This design comes from an exercise in tuning for small area, a short achievable clock period and few clock cycles on the open sky130 flow, not from production work. Function was checked by simulation only, so behaviour that the tests miss may differ from the original. Power is estimated from default activity; no workload was simulated.

== nickel ==
## gfd
module gfd (
    input  wire        clk,
    input  wire        rst,
    input  wire        cmd_valid,
    output wire        cmd_ready,
    input  wire [15:0] cmd,
    input  wire        h_req,
    input  wire        h_we,
    input  wire [9:0]  h_addr,
    input  wire [7:0]  h_wdata,
    output reg  [7:0]  h_rdata,
    output wire        h_ready,
    output wire        busy,
    output wire        fault
);
    localparam [3:0] OP_SHLC    = 4'h1;
    localparam [3:0] OP_DOUBLE  = 4'h2;
    localparam [3:0] OP_XORINTO = 4'h3;
    localparam [3:0] OP_XORTO   = 4'h4;
    localparam [3:0] OP_XORR    = 4'h5;
    localparam [3:0] OP_SETLEN  = 4'h6;
    localparam [1:0] CAUSE_ILLEGAL = 2'd1;
    localparam [1:0] CAUSE_SIZE    = 2'd2;
    localparam [1:0] CAUSE_LENGTH  = 2'd3;
    reg [4095:0] cells;           
    reg [31:0]   lens_q;          
    reg          carry_q;
    reg          fault_q;
    reg [1:0]    cause_q;
    reg          busy_q;
    reg          shift_q;         
  ...
Size: roughly 11000 cells after synthesis, about 4400 flip-flops, about 180000 um2 of cells after synthesis.
Settings: LEC_CHECK=0, ABC_AREA=0, CAP_MARGIN=60, CORE_MARGIN=2, CORE_UTILIZATION=35, CTS_CLUSTER_DIAMETER=90, CTS_CLUSTER_SIZE=24, PLACE_DENSITY=0.75, SETUP_SLACK_MARGIN=5, SLEW_MARGIN=60, SYNTH_HIERARCHICAL=1, TNS_END_PERCENT=5; clock period 12.0 ns.
run.sh (not shown) runs the stock make flow with config.mk's settings and CLKGATE_MAP_FILE= SYNTH_SCRIPT=/design/flow/synth_recipe.tcl, a recipe that flattens the netlist after the stock synthesis.
nickel finished every step from synthesis to the final layout, and the layout passed the timing, DRC and antenna checks.
Testbench counts of nickel, summed over its fixed seeds: cycles 57,500.
Inputs modified between nickel and cedar:
- changing CTS_CLUSTER_SIZE from 24 to 20
- changing CTS_CLUSTER_DIAMETER from 90 to 80
- changing PLACE_DENSITY from 0.75 to 0.5
Notes after the runs:
- Summary of cedar over nickel: finished layout cell area increased by 0.81% relative to the old numbers; area growth from synthesis to final layout increased by 0.95 points relative to the old numbers; non-clock buffer share of cell area increased by 0.52 points relative to the old numbers; detailed route wirelength on metal2 increased by 35000 um relative to the old numbers; final-report max-slew violation count closely matched the old numbers.
- Number of antenna violations at the first check in global routing: cedar vs nickel up 2.0%
- Core utilization ended up 0.33 points higher on cedar than on nickel.
- Summary of cedar over nickel: portion of the clock cycle consumed by the worst path in the final layout barely changed; cell-internal power up 5.9%.

Setup of old:
Another version of the RTL of gfd (not shown whole).
Size: about 11,000 cells after synthesis, about 4,400 flip-flops, roughly 51 I/O pins, roughly 180,000 µm² of cells after synthesis.
Settings: LEC_CHECK=0, ABC_AREA=0, CAP_MARGIN=40, CORE_MARGIN=2, CORE_UTILIZATION=35, CTS_CLUSTER_DIAMETER=90, CTS_CLUSTER_SIZE=24, PLACE_DENSITY=0.65, SETUP_SLACK_MARGIN=5, SLEW_MARGIN=40, SYNTH_HIERARCHICAL=1, TNS_END_PERCENT=5; clock period 12.0 ns.
Testbench counts of old, summed over its fixed seeds: cycles 57,500.
## Diff of input files: new against old
- a change of CTS_CLUSTER_DIAMETER from 90 to 80
- a change of CAP_MARGIN from 40 to 60
- a change of CTS_CLUSTER_SIZE from 24 to 20
- a change of SLEW_MARGIN from 40 to 60
Findings:
Looking at maximum frequency, new sits about 2.1% above old. Sort old and new by global-route usage desc -> top: new. NOTE: post-route minimum period in new falls short of that of old.

Setup of alpha:
gfd, a different RTL version from the one above (not shown whole).
Size: about 11000 cells after synthesis, roughly 0.18 mm^2 of cells after synthesis.
clock: 12.0 ns
lec_check: 0
abc_area: 0
cap_margin: 40
core_margin: 2
core_utilization: 35
cts_cluster_diameter: 80
cts_cluster_size: 20
place_density: 0.65
setup_slack_margin: 5
slew_margin: 40
synth_hierarchical: 1
tns_end_percent: 5
Testbench counts of alpha, summed over its fixed seeds: cycles 57,500.
Setup changes, alpha to beta
Settings: swapping 40 for 60 in SLEW_MARGIN; swapping 40 for 60 in CAP_MARGIN.
Notes after the runs:
- Power density over the cells (beta over alpha): decrease, about 2.2%
- beta: clock skew is 0.015 ns lower than what alpha reported.
- Between beta and alpha, it is beta whose total number of vias is higher, by 817.
- Of beta and alpha, alpha shows the lower hold slack, with beta above it.
- Wire length reported by the detailed router ended up about 0.5% higher on beta than on alpha.
- In beta relative to alpha, pin count of the biggest net entering global routing had gone down by more than a quarter.

## port drivers added, routing unchanged
The results above use ideal ports. As a check the final layouts listed here were re-extracted and re-timed, cells and wires unchanged. Step 1: set_driving_cell puts a clkbuf_16 on clk and a buf_2 on each other input, an assumption about the parent block. Step 2 also shifts input and output timing later by t, the mid clock arrival at the registers, as if the neighbouring blocks saw the same clock. a / b / c = no drivers / after step 1 / after step 2; a / b = the first two.
run | t (ns) | slack for setup (ns) | clock arrival spread, ns | worst slew at a driven data input, ns
nickel | 1.089 | 3.476 / 3.149 / 3.149 | 0.104 / 0.104 | 0.46
cedar | 1.123 | 3.471 / 3.106 / 3.106 | 0.087 / 0.087 | 0.55
old | 1.108 | 3.390 / 2.966 / 2.966 | 0.102 / 0.103 | 0.56
new | 1.103 | 3.571 / 3.106 / 2.546 | 0.097 / 0.096 | 0.61
alpha | 1.073 | 3.610 / 3.335 / 3.011 | 0.103 / 0.103 | 0.36
beta | 1.079 | 3.612 / 3.258 / 3.258 | 0.086 / 0.086 | 0.45
After both steps setup and hold are still met in every run listed. For new, which loses most, drivers alone change the setup slack by -0.465 ns; drivers and shift together by -1.025 ns.
